Context: an optimization exercise on an open-source flow, tuned for small area, a short achievable clock period and few clock cycles per item. The choices shown serve that exercise and are no tape-out recipe. The RTL was checked by simulation tests, not by an equivalence proof against the original design.

$ cat config.mk
export PLATFORM = sky130hd
export DESIGN_NAME = nru_itoa
export DESIGN_NICKNAME = nru_itoa
export VERILOG_FILES = /design/flow/design.v
export SDC_FILE = /design/flow/constraint.sdc
export NUM_CORES = 4
export LEC_CHECK = 0
export ABC_CLOCK_PERIOD_IN_PS = 3500
export CAP_MARGIN = 20
export CORE_MARGIN = 2
export CORE_UTILIZATION = 40
export SETUP_SLACK_MARGIN = 1
export SLEW_MARGIN = 20
export SYNTH_HIERARCHICAL = 1
export SYNTH_MINIMUM_KEEP_SIZE = 0
$ cat flow/run.sh
#!/bin/bash
# The standard layout, with port buffers that timing repair may resize.
set -euo pipefail
bash standard.sh MATCH_CELL_FOOTPRINT=0 'BUFFER_PORTS_ARGS=-buffer_cell sky130_fd_sc_hd__buf_2' finish > flow.log 2>&1
$ cat standard.sh
#!/bin/bash
# synth_recipe.tcl (not shown) runs the flow's synth.tcl, then flattens the netlist and writes it again
# the make line also repeats each setting of config.mk as NAME=value (left out here)
make -C /OpenROAD-flow-scripts/flow DESIGN_CONFIG=/design/flow/config.mk WORK_HOME=/design/flow/orfs CLKGATE_MAP_FILE= SYNTH_SCRIPT=/design/flow/synth_recipe.tcl "${@:-finish}"
$ cat constraint.sdc
create_clock -name core_clock -period 6.0 [get_ports {clk}]
set_input_delay 1.2000 -clock core_clock [delete_from_list [all_inputs] [get_ports {clk}]]
set_output_delay 1.2000 -clock core_clock [all_outputs]
set_load 0.01 [all_outputs]
$ cat design.v
module nru_itoa_dd3 (
    input  wire [3:0] a,
    output wire [3:0] f
);
    assign f[3] = a[3] | (a[2] & (a[1] | a[0]));
    assign f[2] = (a[3] & a[0]) | (a[2] & ~a[1] & ~a[0]);
    assign f[1] = (a[1] & (~a[2] | a[0])) | (a[3] & ~a[0]);
    assign f[0] = (a[0] & ~a[2] & ~a[3]) | (~a[0] & ((a[2] & a[1]) | a[3]));
endmodule
module nru_itoa (
    input  wire        clk,
    input  wire        rst_n,       
    input  wire        start,
    input  wire        ptr,         
    input  wire [63:0] value,       
    input  wire [31:0] prec,        
    input  wire [7:0]  flags,       
    output wire        ready,
    output reg         done,
    output wire [9:0]  span_start,
    output wire [9:0]  span_len,
    output reg  [15:0] head,
    output reg  [1:0]  hlen,
    input  wire [8:0]  rd_addr,
    output wire [7:0]  rd_data
);
    localparam [1:0] R10 = 2'b00, R16 = 2'b01, R8 = 2'b10, R2 = 2'b11;
    wire        f_uc    = flags[0];
    wire        f_alt   = flags[1];
    wire        f_plus  = flags[2];
    wire        f_space = flags[3];
    wire        f_w64   = flags[4];
    wire        f_sgn   = flags[5];
    wire [1:0]  f_radix = flags[7:6];
    wire        dec_in  = !ptr && f_radix == R10;
    wire        oct_in  = !ptr && f_radix == R8;
    wire [1:0]  rad_in  = ptr ? R16 : f_radix;
    wire        wide    = f_w64 || ptr;
    wire        sbit    = f_w64 ? value[63] : value[31];
    wire        is_neg  = !ptr && f_sgn && sbit;
    wire [63:0] u = wide ? value : {32'd0, value[31:0]};
    reg  [7:0]  nzp, nzn;
    integer c;
    always @(*) begin
        for (c = 0; c < 8; c = c + 1) begin
            nzp[c] = |u[8*c +: 8];
            if (c == 0)
                nzn[c] = 1'b1;
            else
                nzn[c] = !(&value[8*c-1 +: 8]) && (f_w64 || c < 4);
        end
    end
    wire [7:0]  nz = is_neg ? nzn : nzp;
    reg  [2:0]  top_in;
    always @(*) begin
        top_in = 3'd0;
        for (c = 0; c < 8; c = c + 1)
            if (nz[c]) top_in = c[2:0];
    end
    wire        u_nz = |nzp;
    reg  [15:0] head_in;
    reg  [1:0]  hlen_in;
    always @(*) begin
        head_in = 16'd0;
        hlen_in = 2'd0;
        if (!ptr) begin
            if (f_sgn) begin
                if (is_neg)       begin head_in = 16'h002D; hlen_in = 2'd1; end
                else if (f_plus)  begin head_in = 16'h002B; hlen_in = 2'd1; end
                else if (f_space) begin head_in = 16'h0020; hlen_in = 2'd1; end
            end else if (f_alt) begin
                case (f_radix)
                    R8:  begin head_in = 16'h0030; hlen_in = 2'd1; end
                    R16: if (u_nz) begin
                             head_in = f_uc ? 16'h5830 : 16'h7830; hlen_in = 2'd2;
                         end
                    R2:  begin head_in = f_uc ? 16'h4230 : 16'h6230; hlen_in = 2'd2; end
                    default: ;
                endcase
            end
        end
    end
    wire [9:0]  minlen_in = ptr      ? 10'd16 :
                            prec[31] ? 10'd1 : prec[9:0];
    function [7:0] mchunk;
        input [7:0] c;
        input       ng;         
        input       lz;         
        begin
            mchunk = ng ? ~c + {7'd0, lz} : c;
        end
    endfunction
    reg  [7:0]  lzp;            
    always @(*) begin
        lzp[0] = 1'b1;
        for (c = 1; c < 8; c = c + 1) lzp[c] = lzp[c-1] & !nzp[c-1];
    end
    reg  [87:0] r_in;
    integer k;
    always @(*) begin
        r_in = 88'd0;
        if (dec_in)
            for (k = 0; k < 8; k = k + 1)      
                r_in[8*k +: 8] = (|(nz >> k)) ? u[8*k +: 8] : 8'd0;
        else if (oct_in)
            for (k = 0; k < 22; k = k + 1)
                r_in[4*(21-k) +: 3] = (u >> (3 * k)) & 64'd7;
        else
            for (k = 0; k < 16; k = k + 1)
                r_in[4*(21-k) +: 4] = u[4*k +: 4];
    end
    reg  [15:0] v4;
    reg  [1:0]  p4 [0:15];
    reg  [3:0]  v16;
    reg  [3:0]  p16 [0:3];
    reg         v64;
    reg  [5:0]  p64;
    integer g;
    always @(*) begin
        for (g = 0; g < 16; g = g + 1) begin
            v4[g] = |u[4*g +: 4];
            p4[g] = u[4*g+3] ? 2'd3 : u[4*g+2] ? 2'd2 : u[4*g+1] ? 2'd1 : 2'd0;
        end
        for (g = 0; g < 4; g = g + 1) begin
            v16[g] = |v4[4*g +: 4];
            p16[g] = v4[4*g+3] ? {2'd3, p4[4*g+3]} : v4[4*g+2] ? {2'd2, p4[4*g+2]} :
                     v4[4*g+1] ? {2'd1, p4[4*g+1]} : {2'd0, p4[4*g]};
        end
        v64 = |v16;
        p64 = v16[3] ? {2'd3, p16[3]} : v16[2] ? {2'd2, p16[2]} :
              v16[1] ? {2'd1, p16[1]} : {2'd0, p16[0]};
    end
    wire [6:0]  bdig = {1'b0, p64} + 7'd1;    
    wire        bin_in = !ptr && f_radix == R2;
    wire [9:0]  sl_in  = (bin_in && v64 && minlen_in <= {4'd0, p64}) ? {3'd0, bdig} : minlen_in;
    reg         busy;
    reg  [2:0]  cp;             
    reg  [1:0]  radix;
    reg         uc;
    reg  [9:0]  sl;             
    reg  [87:0] r;              
    reg  [7:0]  ck;             
    reg         neg;            
    assign ready = !busy;
    wire [7:0]  chunk = ck;
    wire [7:0]  ck_in = mchunk(u[8*top_in +: 8], is_neg, lzp[top_in]);    
    wire [2:0]  cpn   = cp - 3'd1;
    reg  [7:0]  lzr;            
    always @(*) begin
        lzr[0] = 1'b1;
        for (c = 1; c < 8; c = c + 1) lzr[c] = lzr[c-1] & !(|r[8*(c-1) +: 8]);
    end
    wire [7:0]  ck_nx = mchunk(r[8*cpn +: 8], neg, lzr[cpn]);              
    wire [79:0] bcd;
    genvar gi;
    generate
        for (gi = 0; gi < 20; gi = gi + 1) begin : bd
            assign bcd[4*gi +: 4] = r[4*(21-gi) +: 4];
        end
    endgenerate
    function integer ndd;       
        input integer l;
        integer i;
        reg [127:0] lim, p;
        begin
            lim = 128'd1 << (56 + l);
            p   = 128'd5;
            ndd = 0;
            for (i = 0; i < 19; i = i + 1) begin
                if (p < lim) ndd = i + 1;
                p = p * 10;
            end
        end
    endfunction
    wire [79:0] lv [0:8];
    assign lv[0] = bcd;
    genvar gl, gd;
    generate
        for (gl = 0; gl < 8; gl = gl + 1) begin : lvl
            wire [79:0] adj;
            for (gd = 0; gd < 20; gd = gd + 1) begin : dg
                if (gd < ndd(gl)) begin : c
                    nru_itoa_dd3 u (.a(lv[gl][4*gd +: 4]), .f(adj[4*gd +: 4]));
                end else begin : n
                    assign adj[4*gd +: 4] = lv[gl][4*gd +: 4];
                end
            end
            assign lv[gl+1] = {adj[78:0], chunk[7-gl]};
        end
    endgenerate
    reg  [87:0] r_dd;
    always @(*) begin
        for (k = 0; k < 20; k = k + 1)
            r_dd[4*(21-k) +: 4] = lv[8][4*k +: 4];
        r_dd[7:0] = 8'd0;
        for (k = 0; k < 8; k = k + 1)
            if (k[2:0] <= cp) r_dd[8*k +: 8] = 8'd0;
    end
    reg  [87:0] r_en;           
    always @(*) begin
        r_en = {88{1'b1}};
        for (k = 0; k < 8; k = k + 1)
            if (k[2:0] < cp) r_en[8*k +: 8] = 8'd0;
    end
    always @(posedge clk) begin
        if (!rst_n) begin
            busy <= 1'b0;
            done <= 1'b0;
        end else begin
            done <= 1'b0;
            if (!busy) begin
                if (start) begin
                    radix  <= rad_in;
                    uc     <= !ptr && f_uc;
                    sl     <= sl_in;
                    head   <= head_in;
                    hlen   <= hlen_in;
                    cp     <= top_in;
                    ck     <= ck_in;
                    neg    <= is_neg;
                    if (dec_in && (is_neg || u_nz)) busy <= 1'b1;
                    else                            done <= 1'b1;
                end
            end else begin
                cp <= cpn;
                ck <= ck_nx;
                if (cp == 3'd0) begin
                    busy <= 1'b0;
                    done <= 1'b1;
                end
            end
        end
    end
    integer q;
    always @(posedge clk) begin
        for (q = 0; q < 88; q = q + 1) begin
            if (!busy && start)
                r[q] <= r_in[q];
            else if (busy && r_en[q])
                r[q] <= r_dd[q];
        end
    end
    reg  [23:0] dz;             
    reg  [21:0] ge;             
    reg  [5:0]  gv;             
    reg  [1:0]  gp [0:5];       
    reg  [5:0]  glead;          
    reg  [4:0]  h;              
    integer d;
    always @(*) begin
        dz = 24'd0;
        for (d = 0; d < 22; d = d + 1) begin
            dz[d] = |r[4*(21-d) +: 4];
            ge[d] = sl <= d + 1;
        end
        for (d = 0; d < 6; d = d + 1) begin
            gv[d] = |dz[4*d +: 4];
            gp[d] = dz[4*d+3] ? 2'd3 : dz[4*d+2] ? 2'd2 : dz[4*d+1] ? 2'd1 : 2'd0;
        end
        for (d = 0; d < 6; d = d + 1)
            glead[d] = gv[d] && ((gv >> (d + 1)) == 6'd0);
        h = 5'd0;
        for (d = 0; d < 6; d = d + 1)
            h = h | ({5{glead[d]}} & {d[2:0], gp[d]});
    end
    wire        use_dn = radix != R2 && (|(dz[21:0] & ge));
    wire [9:0]  sl_neg = 10'd512 - sl;
    assign span_len   = use_dn ? {5'd0, h + 5'd1} : sl;
    assign span_start = use_dn ? {5'b01111, ~h} : sl_neg;
    wire        r2   = radix == R2;
    reg  [21:0] sel;            
    reg  [3:0]  nib;
    integer m;
    always @(*) begin
        for (m = 0; m < 22; m = m + 1)
            sel[m] = r2 ? (m >= 6 && rd_addr[8:6] == 3'b111 && rd_addr[5:2] == m - 6)
                        : (rd_addr[8:5] == 4'b1111 && rd_addr[4:0] == m + 10);
        nib = 4'd0;
        for (m = 0; m < 22; m = m + 1)
            nib = nib | ({4{sel[m]}} & r[4*m +: 4]);
    end
    wire        bit2 = nib[~rd_addr[1:0]];
    wire [3:0]  dv   = r2 ? {3'd0, bit2} : nib;
    reg  [7:0]  chr;
    always @(*) begin
        case (dv)
            4'hA:    chr = uc ? 8'h41 : 8'h61;
            4'hB:    chr = uc ? 8'h42 : 8'h62;
            4'hC:    chr = uc ? 8'h43 : 8'h63;
            4'hD:    chr = uc ? 8'h44 : 8'h64;
            4'hE:    chr = uc ? 8'h45 : 8'h65;
            4'hF:    chr = uc ? 8'h46 : 8'h66;
            default: chr = {4'h3, dv};
        endcase
    end
    assign rd_data = chr;
endmodule
==> results of run 1 <==
==> path summary, 6_finish.rpt <==
check        slack (ps)        from          to  cells after the start
max                1070  rd_addr[0]  rd_data[0]                     10
min                 520       ck[0]       r[84]                      2
max reg2reg        1330       r[37]       r[35]                     18
min reg2reg         520       ck[0]       r[84]                      2
==> registers in the layout, summed over array words and instances (netlist names) <==
register,cells
head,9
busy,1
hlen,1
uc,1
radix,2
r,88
neg,1
sl,10
cp,3
ck,8
done,1
==> routing by layer <==
| layer | vias up | GRT usage (%) |
|---|---|---|
| li1 | 10700 | - |
| met4 | 4 | 12.0 |
| met1 | 11000 | 38.7 |
| met5 | - | 0 |
| met3 | 211 | 6.20 |
| met2 | 1029 | 50.7 |
==> modules after synthesis, one instance, submodules excluded <==
| module | cells inside | flops+latches | cell area [µm²] | times used |
|---|---|---|---|---|
| nru_itoa | 1347 | 125 | 11400 | 1 |
| nru_itoa_dd3 | 10 | 0 | 61.3 | 142 |
==> repair_timing <==
item	in CTS	in global routing
pin swaps	0	1
hold buffers	0	0
resized for setup	11	21
endpoints found under the hold margin	0	0
setup endpoints to repair	7	19
buffers inserted	0	6
==> cells by family after synthesis <==
family	count (synthesis)	synth area share, %
AOI/OAI and AO/OA	1269	43.5
and+or+nand+nor	975	25.3
buffers and inverters	289	5.79
DFF	125	18.5
muxes	63	4.52
xor gates and xnor gates	24	1.04
adders and majority gates	21	1.29
other	1	0.0186
==> per-stage QoR <==
stage          setup slack (ps)  instance area [µm²]  utilization, %
2_1_floorplan              1160                20100               -
3_3_place_gp                591                21400            42.9
3_5_place_dp                668                21400            42.9
4_1_cts                    1020                22100            44.2
5_1_grt                     978                22200            44.5
6_report                   1070                22200            44.5
==> critical path: cells and delay by family <==
kind / cells / cell delay (ps)
compound gates: 4 / 910
xor+xnor: 1 / 120
buf+inv: 3 / 530
mux: 1 / 570
simple gates: 1 / 380
==> cells in the final DEF, fill, tap and decap left out, types with 38 or more instances in the layout <==
cell type / n
o21a_1: 145
o21ai_0: 230
nor2_1: 259
buf_4: 38
buf_2: 133
a22o_2: 142
a21oi_1: 362
inv_1: 174
nand2b_1: 295
a22oi_1: 43
edfxtp_1: 123
a22o_1: 158
nand2_1: 161
nand3_1: 54
==> layout make-up <==
| type | instances | area (µm²) |
|---|---|---|
| clock buffers | 18 | 429 |
| multi-input cells | 2358 | 15400 |
| repair buffers | 175 | 981 |
| well taps | 672 | 841 |
| clock inverters | 14 | 170 |
| inverters | 178 | 672 |
| fillers | 5143 | 27700 |
| diodes | 4 | 10.0 |
| flip-flops and latches | 125 | 3730 |
==> summary.md, run 1 <==
| Metric | Value |
|---|---|
| Status | `timing/DRC/antenna clean` |
| CP dominant cell by count | `a21oi_1` |
| Via count | `22900` |
| RSZ-0062 raised after global routing | `yes` |
| DR WL/cell | `23.3 µm` |
| Number of port buffers | `137` |
| Synth area leader | `edfxtp_1` |
| Syn_area_per_cell | `7.28 µm²` |
| Worst-Margin Slew | `1100 ps` |
| Fmax | `203 MHz` |
| Main synth FF type | `edfxtp_1` |
| CTS tree | `built` |
| Metal2 WL | `37.9 mm` |
| DP Wirelength | `65.3 mm` |
| First-pass GRT wire length | `123 mm` |
| Vias/cell | `6.46` |
| Distinct cells, synth | `103` |
| Share of flip-flops with an asynchronous set or reset | `0%` |
| Die Ht | `228 µm` |
| Yosys top cell area share | `18.3%` |
| Routed Antenna Nets | `0` |
| Initial DRC Count | `2679` |
| Final wirelength | `82.7 mm` |
| Vias in the first global route | `21000` |
| Pre-antenna DRT Iters | `9` |
| Cells after Synth | `2767` |
| Minimum clock period | `4930 ps` |
| DR WL met3 | `7.81 mm` |
| Clk buf depth | `2` |
| Die ar. | `52100 µm²` |
| CP Max Fanout | `16` |
| Wl on met1 | `33.6 mm` |
| CP arrival | `3730 ps` |
| Rows | `82` |
| Root buffer cell | `clkbuf_16` |
| Most frequent cells after synthesis | `a21oi_1 (363), nand2b_1 (295), nor2_1 (260)` |
| Skew-Pair Late Insertion Delay | `460 ps` |
| Top Ports | `165` |
| Max layer used | `met5` |
| Number of flops mapped to enable cells by yosys | `123` |
| Largest stage delay on the critical path | `570 ps` |
| WHS | `520 ps` |
| Initial antenna violation count | `8` |
| Largest net degree at the start of global routing | `53` |
| Slew Limit Fails | `0` |
| Leading post-synthesis cells by cell area | `edfxtp_1 (18%), nand2b_1 (9.2%), a21oi_1 (9.0%), a22o_2 (7.1%), a22o_1 (6.9%)` |
| Gr usage total | `30.5%` |
| Crit-path cells | `clkbuf_4, mux4_2, a21oi_1, o2bb2ai_1, a221o_1, nor3_2, a21oi_1, inv_1, xnor2_1, buf_2` |
| Die width | `228 µm` |
| Yosys reg bits | `125` |
| CTS Sinks | `125` |
| # nets final | `2992` |
| Startpoint Class | `primary input` |
| Setup violations, final | `0` |
| Critical path class | `primary input to output port` |
| CTS H-tree depth | `4` |
| CP max stage cell | `mux4_2` |
| Final Hold Vio Count | `0` |
| Setup TNS | `0 ps` |
| Worst EP required | `4800 ps` |
| HP Class | `flip-flop to flip-flop` |
| Global placer's final weighted congestion | `0.979` |
| Core box area | `50000 µm²` |
| Worst Clk Skew | `13.7 ps` |
| DRC Markers | `0` |
| Register area share after synthesis | `18.5%` |
| Tcrit/Tclk final | `82.2%` |
| Max Cap Viol | `0` |
| Crit end category | `output port` |
| Global route overflow | `0` |
| Most common cell in the netlist | `a21oi_1` |
| Share of cells above drive strength 1 | `15.3%` |
| Worst-path clk slew | `60 ps` |
| Layout area overhead | `10.5%` |
| Non-Filler Instances | `3544` |
| Yosys synthesis warning count | `13` |
| Num CTS Buffers | `17` |
| Initial core utilization | `40.3%` |
| Cells after DPL | `3502` |
| Max-slew headroom | `26.7%` |
| Post-Syn Area | `20100 µm²` |
Testbench counts, summed over its fixed seeds: cycles 13,482, items 4,800.
==> run 2, diff against run 1 <==
--- a/config.mk
+++ b/config.mk
@@ -10,5 +10,5 @@
 export CORE_MARGIN = 2
 export CORE_UTILIZATION = 40
-export SETUP_SLACK_MARGIN = 1
+export SETUP_SLACK_MARGIN = 1.25
 export SLEW_MARGIN = 20
 export SYNTH_HIERARCHICAL = 1
==> run 2 against run 1 <==
Effect of this change:
- wire length grew 0.36%
- die area is the same
- flip-flop and latch count is the same
- synthesized cell count is the same
- cell count grew 1.0%
- critical path type is now primary input to flip-flop
- highest routed layer unchanged
==> summary.md, run 2 <==
| Metric | Value |
|---|---|
| Status | `timing/DRC/antenna clean` |
| DRC Markers | `0` |
| Share of cells above drive strength 1 | `17.7%` |
| Yosys synthesis warning count | `13` |
| Worst-path clk slew | `60 ps` |
| HP Class | `flip-flop to flip-flop` |
| Cells after Synth | `2767` |
| CTS tree | `built` |
| Leading post-synthesis cells by cell area | `edfxtp_1 (18%), nand2b_1 (9.2%), a21oi_1 (9.0%), a22o_2 (7.1%), a22o_1 (6.9%)` |
| Largest family of logic cells by synthesized area | `compound AO/OA/AOI/OAI gates` |
| Yosys reg bits | `125` |
| DR WL/cell | `23.2 µm` |
| CTS Sinks | `125` |
| Register area share after synthesis | `18.5%` |
| DP Wirelength | `64.9 mm` |
| Most frequent cells after synthesis | `a21oi_1 (363), nand2b_1 (295), nor2_1 (260)` |
| Most frequent cells in the layout | `a21oi_1 (358), nand2b_1 (295), nor2_1 (257)` |
| Skew-Pair Late Insertion Delay | `450 ps` |
| CTS H-tree depth | `4` |
| Via count | `23100` |
| Main synth FF type | `edfxtp_1` |
| Clk buf depth | `2` |
| Yosys top cell area share | `18.3%` |
| Num CTS Buffers | `17` |
| Root buffer cell | `clkbuf_16` |
| Number of flops mapped to enable cells by yosys | `123` |
| Top Ports | `165` |
| Layout area overhead | `13.5%` |
| Die width | `228 µm` |
| Synth area leader | `edfxtp_1` |
| Global placer's final weighted congestion | `0.998` |
| Crit end category | `flip-flop` |
| Distinct cells, synth | `103` |
| Multiplexer share of the synthesized area | `4.52%` |
| Critical path class | `primary input to flip-flop` |
| Slew Limit Fails | `0` |
| Synth Area in Simple Gates | `25.3%` |
| Top flop regs | `r: 88 flops, sl: 10 flops, head: 9 flops` |
| Tcrit/Tclk final | `79.1%` |
| Initial DRC Count | `2351` |
| CP arrival | `4950 ps` |
| Setup TNS | `0 ps` |
| Post-Synth XOR/XNOR Area | `1.04%` |
| Share of flip-flops with an asynchronous set or reset | `0%` |
| Number of port buffers | `137` |
| Max-slew headroom | `22.6%` |
| Final wirelength | `83.0 mm` |
| Largest register FFs | `88` |
| Cells after DPL | `3499` |
| Hold buffers post-CTS | `0` |
| Minimum clock period | `4750 ps` |
| Post-synthesis compound-gate area fraction | `43.5%` |
| Core box area | `50000 µm²` |
| Syn_area_per_cell | `7.28 µm²` |
| Commonest non-fill, non-tap cell in the layout | `a21oi_1` |
| Initial core utilization | `40.3%` |
| Worst-Margin Slew | `1150 ps` |
| RSZ-0062 raised after global routing | `yes` |
| Most common cell in the netlist | `a21oi_1` |
| # nets final | `3031` |
| Startpoint Class | `primary input` |
| Fmax | `211 MHz` |
| Rows | `82` |
| Worst Clk Skew | `12.6 ps` |
| Die ar. | `52100 µm²` |
| Final Hold Vio Count | `0` |
| Die Ht | `228 µm` |
| Max Cap Viol | `0` |
| Worst EP required | `6200 ps` |
| Vias/cell | `6.45` |
| Global route overflow | `0` |
| First-pass GRT wire length | `123 mm` |
| CP Max Fanout | `10` |
| Largest net degree at the start of global routing | `53` |
| Routed Antenna Nets | `0` |
| Vias in the first global route | `20800` |
| Post-Syn Area | `20100 µm²` |
| Initial antenna violation count | `5` |
| Gr usage total | `30.4%` |
| Pre-antenna DRT Iters | `8` |
| Non-Filler Instances | `3581` |
| Biggest register | `r` |
| Post-synthesis adder-cell area fraction | `1.29%` |
| Setup violations, final | `0` |
==> run 2: layer usage <==
metal	global-route usage, %	vias up	routed length (µm)
li1	-	10800	-
met1	38.4	11100	34200
met2	48.8	998	37500
met3	7.11	217	7180
met4	14.9	4	4180
met5	0	-	28
==> run 2: metrics by stage <==
step / utilization [%] / instance area [µm²] / worst slack [ps] / hold slack, ps
floorplan: - / 20200 / 1260 / 484
global placement: 42.9 / 21400 / 580 / 512
CTS: 44.4 / 22200 / 1240 / 524
global route: 45.7 / 22800 / 1170 / 542
detailed placement: 42.9 / 21400 / 525 / 509
finish: 45.7 / 22800 / 1250 / 526
==> run 2: worst max-delay path, stage by stage <==
cell and delay, ps:
buf_2 190, or4_1 570, nor2_2 240, o21ai_2 230, or2_1 370, nor3_2 510
buf_4 280, o211ai_1 110, o31ai_1 130, ha_1 280, nand3_1 160, or4b_1 490
and3_1 170
==> run 2: cells by family after synthesis <==
kind of cell | after synthesis
fa+ha+maj | 21
flops | 125
mux | 63
simple gates | 975
buf+inv | 289
compound gates | 1269
xor+xnor | 24
other cells | 1
==> run 2: modules after synthesis, one instance, submodules excluded <==
module,copies in the design,cells inside,cell area [µm²],flops+latches
nru_itoa,1,1347,11400,125
nru_itoa_dd3,142,10,61.3,0
==> run 2: cell type report <==
class	count	area, µm²
Fill cell	5091	27100
Clock inverter	15	161
Clock buffer	17	425
Antenna cell	2	5.00
Inverter	178	672
Sequential cell	125	3730
Timing Repair Buffer	213	1350
Timing Repair inverter	1	5.00
Multi-Input combinational cell	2358	15700
Tap cell	672	841
==> run 2: path summary, 6_finish.rpt <==
| kind | from | endpoint | slack (ps) | depth (start not counted) |
|---|---|---|---|---|
| setup / recovery | value[49] | ck[5] | 1250 | 13 |
| hold reg to reg | ck[0] | r[84] | 530 | 2 |
| hold / removal | ck[0] | r[84] | 530 | 2 |
| setup reg to reg | r[47] | r[35] | 1570 | 17 |
==> run 2: what timing repair did <==
item / 4_1_cts / 5_1_grt
cloned: 0 / 1
resized for setup: 38 / 50
setup endpoints to repair: 20 / 57
pin swaps: 2 / 9
endpoints found under the hold margin: 0 / 0
buffers inserted: 2 / 44
==> run 3, diff against run 2 <==
--- a/config.mk
+++ b/config.mk
@@ -9,5 +9,6 @@
 export CAP_MARGIN = 20
 export CORE_MARGIN = 2
-export CORE_UTILIZATION = 40
+export CORE_UTILIZATION = 60
+export PLACE_DENSITY = 0.75
 export SETUP_SLACK_MARGIN = 1.25
 export SLEW_MARGIN = 20
==> run 3 against run 2 <==
Effect of this change:
- synthesized area is the same
- critical endpoint unchanged
- still clean on timing, DRC and antenna
- critical path depth shrank 1
- maximum frequency shrank 0.55%
- largest cell class unchanged
- flip-flop and latch count is the same
- setup slack lost 26 ps
- utilization grew 22 points
==> summary.md, run 3 <==
| Metric | Value |
|---|---|
| Startpoint Class | `primary input` |
| Bufs and invs on worst path | `2` |
| Biggest register | `r` |
| Initial DRC Count | `2985` |
| Hold buffers post-CTS | `0` |
| Yosys top cell area share | `18.3%` |
| Vias in the first global route | `21600` |
| Clk buf depth | `2` |
| Max Cap Viol | `0` |
| Number of port buffers | `137` |
| Fin util | `67.4%` |
| # nets final | `3014` |
| Rows | `67` |
| Gr usage total | `43.1%` |
| Final Hold Vio Count | `0` |
| Worst-path clk slew | `60 ps` |
| Most frequent cells after synthesis | `a21oi_1 (363), nand2b_1 (295), nor2_1 (260)` |
| CP arrival | `4960 ps` |
| Design area | `22400 µm²` |
| Setup TNS | `0 ps` |
| Non-Filler Instances | `3341` |
| Minimum clock period | `4770 ps` |
| Number of flops mapped to enable cells by yosys | `123` |
| Post-Syn Area | `20100 µm²` |
| Routed Antenna Nets | `0` |
| Pre-antenna DRT Iters | `10` |
| CTS Sinks | `125` |
| Die ar. | `35000 µm²` |
| CP top delay family | `compound AO/OA/AOI/OAI gates` |
| Num CTS Buffers | `17` |
| CP max stage cell | `a311oi_1` |
| CTS H-tree depth | `4` |
| Commonest non-fill, non-tap cell in the layout | `a21oi_1` |
| HP Class | `flip-flop to flip-flop` |
| Vias/cell | `7.07` |
| DR WL/cell | `23.5 µm` |
| Global route overflow | `0` |
| Yosys synthesis warning count | `13` |
| Tcrit/Tclk final | `79.6%` |
| Root buffer cell | `clkbuf_16` |
| Worst Clk Skew | `16.5 ps` |
| Most frequent cells in the layout | `a21oi_1 (357), nand2b_1 (295), nor2_1 (256)` |
| Core box area | `33300 µm²` |
| Largest stage delay on the critical path | `690 ps` |
| Largest register FFs | `88` |
| Syn_area_per_cell | `7.28 µm²` |
| Crit-path cells | `buf_2, mux2_2, nand2_2, inv_2, o22ai_4, a21oi_2, nand2_4, a311oi_1, o221ai_2, nor2_1, or4b_1, and3_1` |
| Register area share after synthesis | `18.5%` |
| Slew Limit Fails | `0` |
| Setup violations, final | `0` |
| Number of fill cells in the layout | `2841` |
| Placed cell area | `21100 µm²` |
| Critical path class | `primary input to flip-flop` |
| Share of flip-flops with an asynchronous set or reset | `0%` |
| RSZ-0062 raised after global routing | `no` |
| Main synth FF type | `edfxtp_1` |
| Most common cell in the netlist | `a21oi_1` |
| Global placer's final weighted congestion | `1.03` |
| Top Ports | `165` |
| Share of cells above drive strength 1 | `17.4%` |
| First-pass GRT wire length | `119 mm` |
| Initial antenna violation count | `4` |
| Die Ht | `187 µm` |
| Die width | `187 µm` |
| CP Max Fanout | `16` |
| CTS tree | `built` |
| Synth area leader | `edfxtp_1` |
| Final worst setup slack | `1230 ps` |
| Status | `timing/DRC/antenna clean` |
| Largest net degree at the start of global routing | `54` |
| Crit end category | `flip-flop` |
| Cells after DPL | `3267` |
| Worst EP required | `6190 ps` |
| Layout area overhead | `11.5%` |
| Worst-Margin Slew | `1080 ps` |
| Pre-CTS WS | `663 ps` |
| Fmax | `209 MHz` |
| Cells after Synth | `2767` |
| DRC Markers | `0` |
| Hold Startpoint | `ck[0]` |
| Leading post-synthesis cells by cell area | `edfxtp_1 (18%), nand2b_1 (9.2%), a21oi_1 (9.0%), a22o_2 (7.1%), a22o_1 (6.9%)` |
| FF-to-FF Start | `r[79]` |
| Yosys reg bits | `125` |
| Crit path from | `value[63]` |
| DP Wirelength | `59.9 mm` |
| Initial core utilization | `60.5%` |
| Distinct cells, synth | `103` |
| Max-slew headroom | `27.7%` |
| Via count | `23600` |
| Final wirelength | `78.6 mm` |
| Top flop regs | `r: 88 flops, sl: 10 flops, head: 9 flops` |
| Skew-Pair Late Insertion Delay | `440 ps` |
## run 3: cell type report
cell class / count / area (µm²) / share of cell area (%)
diodes: 3 / 7.51 / 0.0335
clock buffers: 17 / 425 / 1.90
clock inverters: 15 / 176 / 0.786
inverters: 178 / 676 / 3.01
multi-input cells: 2358 / 15600 / 69.7
flip-flops and latches: 125 / 3730 / 16.6
well taps: 448 / 561 / 2.50
repair buffers: 197 / 1210 / 5.39
## run 3: per-module statistics from Yosys, one instance, submodules excluded
module	cells	flops+latches	cell area [µm²]	copies in the design
nru_itoa	1347	125	11400	1
nru_itoa_dd3	10	0	61.3	142
## run 3: path summary, 6_finish.rpt
check | end | slack, ps | depth (start not counted)
hold reg to reg | r[84] | 580 | 2
hold / removal | r[84] | 580 | 2
setup / recovery | ck[5] | 1230 | 12
setup reg to reg | r[79] | 1560 | 17
## run 3: per-layer routing
metal  global-route usage [%]  part of all wire [%]
met1                     50.7                    36
met2                     67.1                    44
met3                     13.7                    12
met4                     29.9                   7.5
met5                        0                     0
## run 3: worst min-delay path, stage by stage, from the launching register on
cell and delay (ps):
edfxtp_1 330, nand2_1 50, nand2_1 90
## run 3: what timing repair did
item / 4_1_cts / 5_1_grt
setup endpoints to repair: 14 / 42
cloned: 0 / 1
setup buffers: 1 / 37
resized for setup: 28 / 75
pin swaps: 1 / 14
## run 3: per-stage QoR
step | hold WS, ps
after floorplan | 484
after global placement | 558
after detailed placement | 559
after CTS | 571
after global routing | 585
final | 585
## run 3: cell families (layout without fill, tap and decap cells)
family | after synthesis | count (layout) | synth area share, %
AOI/OAI and AO/OA | 1269 | 1269 | 43.5
and+or+nand+nor | 975 | 975 | 25.3
buffers and inverters | 289 | 407 | 5.79
DFF | 125 | 125 | 18.5
muxes | 63 | 63 | 4.52
xor gates and xnor gates | 24 | 24 | 1.04
adders and majority gates | 21 | 21 | 1.29
other | 1 | 9 | 0.0186
==> run 4, diff against run 3 <==
--- a/config.mk
+++ b/config.mk
@@ -10,6 +10,7 @@
 export CORE_MARGIN = 2
 export CORE_UTILIZATION = 60
+export GPL_TIMING_DRIVEN = 0
 export PLACE_DENSITY = 0.75
-export SETUP_SLACK_MARGIN = 1.25
+export SETUP_SLACK_MARGIN = 1
 export SLEW_MARGIN = 20
 export SYNTH_HIERARCHICAL = 1
==> run 4 against run 3 <==
Effect of this change:
- worst hold slack got worse by 6.5 ps
- die area did not move
- clock-buffer cell count did not move
- critical endpoint unchanged
==> summary.md, run 4 <==
| Metric | Value |
|---|---|
| Biggest register | `r` |
| Design area | `22300 µm²` |
| Tcrit/Tclk final | `83.9%` |
| # nets final | `3041` |
| Leading post-synthesis cells by cell area | `edfxtp_1 (18%), nand2b_1 (9.2%), a21oi_1 (9.0%), a22o_2 (7.1%), a22o_1 (6.9%)` |
| Most frequent cells in the layout | `a21oi_1 (359), nand2b_1 (295), nor2_1 (258)` |
| Non-Filler Instances | `3369` |
| Die width | `187 µm` |
| WHS Path Cells | `2` |
| Placed cell area | `21300 µm²` |
| Skew-Pair Late Insertion Delay | `440 ps` |
| Root buffer cell | `clkbuf_16` |
| Gr usage total | `45.8%` |
| RSZ-0062 raised after global routing | `yes` |
| Status | `timing/DRC/antenna clean` |
| Post-Syn Area | `20100 µm²` |
| Pre-CTS WS | `94.8 ps` |
| Initial core utilization | `60.5%` |
| Minimum clock period | `5030 ps` |
| Global placer's final weighted congestion | `1.09` |
| Core box area | `33300 µm²` |
| Initial antenna violation count | `8` |
| Commonest non-fill, non-tap cell in the layout | `a21oi_1` |
| Most common cell in the netlist | `a21oi_1` |
| Yosys top cell area share | `18.3%` |
| Top Ports | `165` |
| Max Cap Viol | `0` |
| Cells after Synth | `2767` |
| Clk buf depth | `2` |
| Worst Clk Skew | `15.3 ps` |
| Syn_area_per_cell | `7.28 µm²` |
| DRC Markers | `0` |
| Top flop regs | `r: 88 flops, sl: 10 flops, head: 9 flops` |
| DP Wirelength | `64.6 mm` |
| Num CTS Buffers | `17` |
| Crit-path cells | `clkbuf_1, nand4_1, or4_1, o221ai_2, a211o_4, nand2_4, buf_6, a311oi_1, o211a_2, nand3_1, or4b_1, and3_1` |
| FF+latch area | `3730 µm²` |
| Cells after DPL | `3327` |
| Number of fill cells in the layout | `2892` |
| CP arrival | `5220 ps` |
| Share of flip-flops with an asynchronous set or reset | `0%` |
| Pre-antenna DRT Iters | `16` |
| Multi-input gate area | `15600 µm²` |
| CP max stage cell | `clkbuf_1` |
| CP Max Fanout | `10` |
| Most frequent cells after synthesis | `a21oi_1 (363), nand2b_1 (295), nor2_1 (260)` |
| Main synth FF type | `edfxtp_1` |
| Initial DRC Count | `3310` |
| Die ar. | `35000 µm²` |
| DR WL/cell | `24.8 µm` |
| Number of flops mapped to enable cells by yosys | `123` |
| Final Hold Vio Count | `0` |
| Worst EP required | `6190 ps` |
| Routed Antenna Nets | `0` |
| Number of port buffers | `107` |
| Largest stage delay on the critical path | `780 ps` |
| WHS | `578 ps` |
| Worst-path clk slew | `70 ps` |
| Max-slew headroom | `28.0%` |
| Bufs and invs on worst path | `2` |
| Share of cells above drive strength 1 | `15.2%` |
| Vias/cell | `7.19` |
| R2r worst-path depth | `18` |
| Yosys reg bits | `125` |
| Setup violations, final | `0` |
| Slew Limit Fails | `0` |
| Setup TNS | `0 ps` |
| CTS tree | `built` |
| Critical path class | `primary input to flip-flop` |
| Crit end category | `flip-flop` |
| Register area share after synthesis | `18.5%` |
| Largest register FFs | `88` |
| Worst path depth | `12` |
| Global route overflow | `0` |
| Final wirelength | `83.5 mm` |
| CP top delay family | `simple AND/OR/NAND/NOR gates` |
| Via count | `24200` |
| Distinct cells, synth | `103` |
| Worst-Margin Slew | `1080 ps` |
| Rows | `67` |
| Yosys synthesis warning count | `13` |
| Layout area overhead | `10.5%` |
| Fin util | `66.9%` |
| Fmax | `199 MHz` |
| HP Class | `flip-flop to flip-flop` |
| Vias in the first global route | `22400` |
| First-pass GRT wire length | `125 mm` |
| Largest net degree at the start of global routing | `33` |
| Final worst setup slack | `967 ps` |
| Startpoint Class | `primary input` |
| CTS Sinks | `125` |
| Die Ht | `187 µm` |
| CTS H-tree depth | `4` |
| Synth area leader | `edfxtp_1` |
-- run 4: cell counts after synthesis --
Identical to the previous run, type by type.
-- run 4: final cells by class --
| class | instances | share of cell area, % |
|---|---|---|
| well taps | 448 | 2.52 |
| multi-input cells | 2358 | 69.9 |
| flip-flops and latches | 125 | 16.8 |
| clock buffers | 17 | 1.91 |
| inverters | 178 | 3.04 |
| diodes | 4 | 0.0450 |
| clock inverters | 15 | 0.765 |
| repair buffers | 113 | 2.61 |
| plain buffers | 111 | 2.42 |
-- run 4: Yosys stat by module, one instance, submodules excluded --
module,cells inside,times used
nru_itoa_dd3,10,142
nru_itoa,1347,1
-- run 4: cell families after synthesis --
kind of cell | Yosys count | synth area share, %
AOI/OAI and AO/OA | 1269 | 43.5
xor gates and xnor gates | 24 | 1.04
adders and majority gates | 21 | 1.29
buffers and inverters | 289 | 5.79
DFF | 125 | 18.5
muxes | 63 | 4.52
other | 1 | 0.0186
and+or+nand+nor | 975 | 25.3
-- run 4: repair_timing --
| item | in CTS | in global routing |
|---|---|---|
| setup buffers | 0 | 6 |
| setup endpoints to repair | 31 | 30 |
| pin swaps | 0 | 3 |
| gates resized for setup | 35 | 75 |
| hold endpoints to repair | 0 | 0 |
| hold buffers | 0 | 0 |
-- run 4: path summary, 6_finish.rpt --
kind	endpoint	slack, ps	start
setup / recovery	ck[5]	970	value[14]
hold / removal	r[84]	580	ck[0]
setup reg to reg	r[31]	1270	r[32]
hold reg to reg	r[84]	580	ck[0]
-- run 4: routing by layer --
layer	share of wire, %	GRT usage, %	wire length (µm)
met3	13	12.0	10500
met5	0.055	0	46
met4	8.5	32.9	7080
met2	43	71.7	36100
met1	36	54.6	29800
-- run 4: worst reg2reg max path, delay by kind of cell (launching register included) --
family	cells	cell delay [ps]
AOI/OAI and AO/OA	12	2690
and+or+nand+nor	4	590
DFF	1	890
buffers and inverters	2	260
==> run 5, diff against run 4 <==
--- a/config.mk
+++ b/config.mk
@@ -10,5 +10,4 @@
 export CORE_MARGIN = 2
 export CORE_UTILIZATION = 60
-export GPL_TIMING_DRIVEN = 0
 export PLACE_DENSITY = 0.75
 export SETUP_SLACK_MARGIN = 1
==> run 5 against run 4 <==
Effect of this change:
- non-clock buffer count shrank 64
- clock skew is 1.5 ps lower
- critical endpoint is now rd_data[0]
- largest cell class unchanged
==> summary.md, run 5 <==
| Metric | Value |
|---|---|
| R2r worst-path depth | `18` |
| Pre-antenna DRT Iters | `9` |
| First-pass GRT wire length | `117 mm` |
| Vias in the first global route | `21300` |
| CP max stage cell | `a21oi_1` |
| Via count | `23200` |
| Most frequent cells in the layout | `a21oi_1 (362), nand2b_1 (295), nor2_1 (259)` |
| Bufs and invs on worst path | `2` |
| Worst Clk Skew | `13.8 ps` |
| Tcrit/Tclk final | `82.6%` |
| Global route overflow | `0` |
| Final Hold Vio Count | `0` |
| Fmax | `202 MHz` |
| Largest stage delay on the critical path | `530 ps` |
| Root buffer cell | `clkbuf_16` |
| CP Max Fanout | `15` |
| Worst-path clk slew | `60 ps` |
| Cells after Synth | `2767` |
| CTS Sinks | `125` |
| Setup violations, final | `0` |
| Pre-CTS WS | `664 ps` |
| Share of cells above drive strength 1 | `14.9%` |
| RSZ-0062 raised after global routing | `yes` |
| Hold Startpoint | `ck[0]` |
| CP top delay family | `compound AO/OA/AOI/OAI gates` |
| Layout area overhead | `8.30%` |
| Number of flops mapped to enable cells by yosys | `123` |
| Synth area leader | `edfxtp_1` |
| Setup TNS | `0 ps` |
| Vias/cell | `7.03` |
| R2r setup slk | `1470 ps` |
| Multi-input gate area | `15400 µm²` |
| Top flop regs | `r: 88 flops, sl: 10 flops, head: 9 flops` |
| DP Wirelength | `59.5 mm` |
| DRC Markers | `0` |
| CTS H-tree depth | `4` |
| Minimum clock period | `4950 ps` |
| Hold buffers post-CTS | `0` |
| Register area share after synthesis | `18.5%` |
| Routed Antenna Nets | `0` |
| Most frequent cells after synthesis | `a21oi_1 (363), nand2b_1 (295), nor2_1 (260)` |
| Num CTS Buffers | `17` |
| DR WL/cell | `23.5 µm` |
| Initial antenna violation count | `4` |
| CP arrival | `3750 ps` |
| Initial core utilization | `60.5%` |
| Clk buf depth | `2` |
| WHS Endpoint | `r[84]` |
| Final wirelength | `77.8 mm` |
| Biggest register | `r` |
| Die Ht | `187 µm` |
| Distinct cells, synth | `103` |
| Syn_area_per_cell | `7.28 µm²` |
| FF-to-FF Start | `r[32]` |
| Number of fill cells in the layout | `2961` |
| Critical path class | `primary input to output port` |
| WHS Path Cells | `2` |
| Startpoint Class | `primary input` |
| HP Class | `flip-flop to flip-flop` |
| Global placer's final weighted congestion | `1.02` |
| Post-Syn Area | `20100 µm²` |
| Largest register FFs | `88` |
| Rows | `67` |
| FF+latch area | `3730 µm²` |
| Skew-Pair Late Insertion Delay | `450 ps` |
| Number of port buffers | `137` |
| Gr usage total | `42.8%` |
| Yosys reg bits | `125` |
| Max-slew headroom | `25.5%` |
| Core box area | `33300 µm²` |
| Status | `timing/DRC/antenna clean` |
| Crit end category | `output port` |
| Worst EP required | `4800 ps` |
| Max Cap Viol | `0` |
| CTS tree | `built` |
| Yosys synthesis warning count | `13` |
| Leading post-synthesis cells by cell area | `edfxtp_1 (18%), nand2b_1 (9.2%), a21oi_1 (9.0%), a22o_2 (7.1%), a22o_1 (6.9%)` |
| Largest net degree at the start of global routing | `54` |
| Yosys top cell area share | `18.3%` |
| Initial DRC Count | `2817` |
| # nets final | `2977` |
| Commonest non-fill, non-tap cell in the layout | `a21oi_1` |
| Worst-Margin Slew | `1110 ps` |
| Top Ports | `165` |
| Die ar. | `35000 µm²` |
| Share of flip-flops with an asynchronous set or reset | `0%` |
| Die width | `187 µm` |
| R2R Path End | `r[31]` |
| Crit-path cells | `buf_2, and2_1, nand4_1, a21oi_1, a22o_1, a221oi_1, and4_1, a31o_2, a21oi_1, xnor2_1, buf_2` |
| Main synth FF type | `edfxtp_1` |
| Most common cell in the netlist | `a21oi_1` |
| Slew Limit Fails | `0` |
| Worst path depth | `11` |
| Final worst setup slack | `1050 ps` |
run 5: cell counts after synthesis:
Identical to the previous run, type by type.
run 5: final cells by class:
cell class / count / area share [%]
multi-input combinational: 2358 / 70.6
sequential: 125 / 17.1
timing repair buffer: 160 / 3.97
inverter: 178 / 3.08
tap: 448 / 2.57
clock buffer: 17 / 1.95
clock inverter: 15 / 0.654
antenna: 5 / 0.0574
run 5: routing by layer:
| layer | GRT usage (%) | share of wire, % |
|---|---|---|
| met5 | 1.79 | 0.12 |
| met4 | 23.1 | 6.2 |
| met3 | 12.7 | 12 |
| met2 | 69.8 | 45 |
| met1 | 50.5 | 37 |
run 5: what timing repair did:
action,in CTS,in global routing
gates resized for setup,15,13
pin swaps,0,1
endpoints found under the setup margin,7,18
buffers inserted,0,2
run 5: logic make-up (layout without fill, tap and decap cells):
| group | Yosys count | after routing | synth area share (%) |
|---|---|---|---|
| AO/OA/AOI/OAI | 1269 | 1269 | 43.5 |
| XOR/XNOR | 24 | 24 | 1.04 |
| adder cells (fa/ha/maj) | 21 | 21 | 1.29 |
| buffers and inverters | 289 | 370 | 5.79 |
| flip-flops | 125 | 125 | 18.5 |
| multiplexers | 63 | 63 | 4.52 |
| other | 1 | 11 | 0.0186 |
| AND/OR/NAND/NOR | 975 | 975 | 25.3 |
run 5: worst min-delay path: cells and delay by family, from the launching register on:
family           cells  cell delay, ps
DFF                  1             320
and+or+nand+nor      2             110
run 5: Yosys stat by module (local to each module, per instance):
module / flops+latches / cell area (µm²) / cells
nru_itoa: 125 / 11400 / 1347
nru_itoa_dd3: 0 / 61.3 / 10
run 5: worst max-delay path by stage:
stage	start	slack, ps	to
after floorplan	cp[0]	1160	ck[7]
after global placement	value[36]	640	sl[1]
after detailed placement	value[36]	660	sl[1]
after CTS	rd_addr[0]	1030	rd_data[0]
after global routing	rd_addr[3]	940	rd_data[0]
final	rd_addr[1]	1050	rd_data[0]
run 5: through the flow:
step | hold slack [ps] | instances | instance area (µm²) | utilization (%)
global placement | 539 | 3267 | 21100 | 63.3
CTS | 546 | 3299 | 21700 | 65.2
detailed placement | 528 | 3267 | 21100 | 63.3
finish | 542 | 3306 | 21800 | 65.5
global route | 573 | 3304 | 21800 | 65.5
floorplan | 484 | 2772 | 20100 | -

[port drivers added, routing unchanged]
In the flow no input, the clock included, has a driving cell. The finished layouts below were timed again as built, in two steps. Step 1, drivers: a clkbuf_16 drives clk and a buf_2 each remaining input, both assumed. Step 2 times the ports against the registers' clock, not the clock port: input delays grow and output delays shrink by t, the midpoint of the rising clock arrivals with the driver on. Three values: no drivers, after step 1, after step 2; two values: the first two.
run	t, ns	setup slack, ns	worst data-port slew with drivers (ns)
run 1	0.510	1.068 / 1.033 / 0.762	0.08
run 2	0.497	1.251 / 1.261 / 0.776	0.10
run 3	0.477	1.225 / 1.136 / 0.775	0.16
run 4	0.489	0.967 / 0.990 / 0.501	0.10
run 5	0.490	1.046 / 1.014 / 0.634	0.09
After both steps setup and hold are still met in every run listed. For run 2, which loses most, drivers alone change the setup slack by +0.010 ns; drivers and shift together by -0.475 ns.
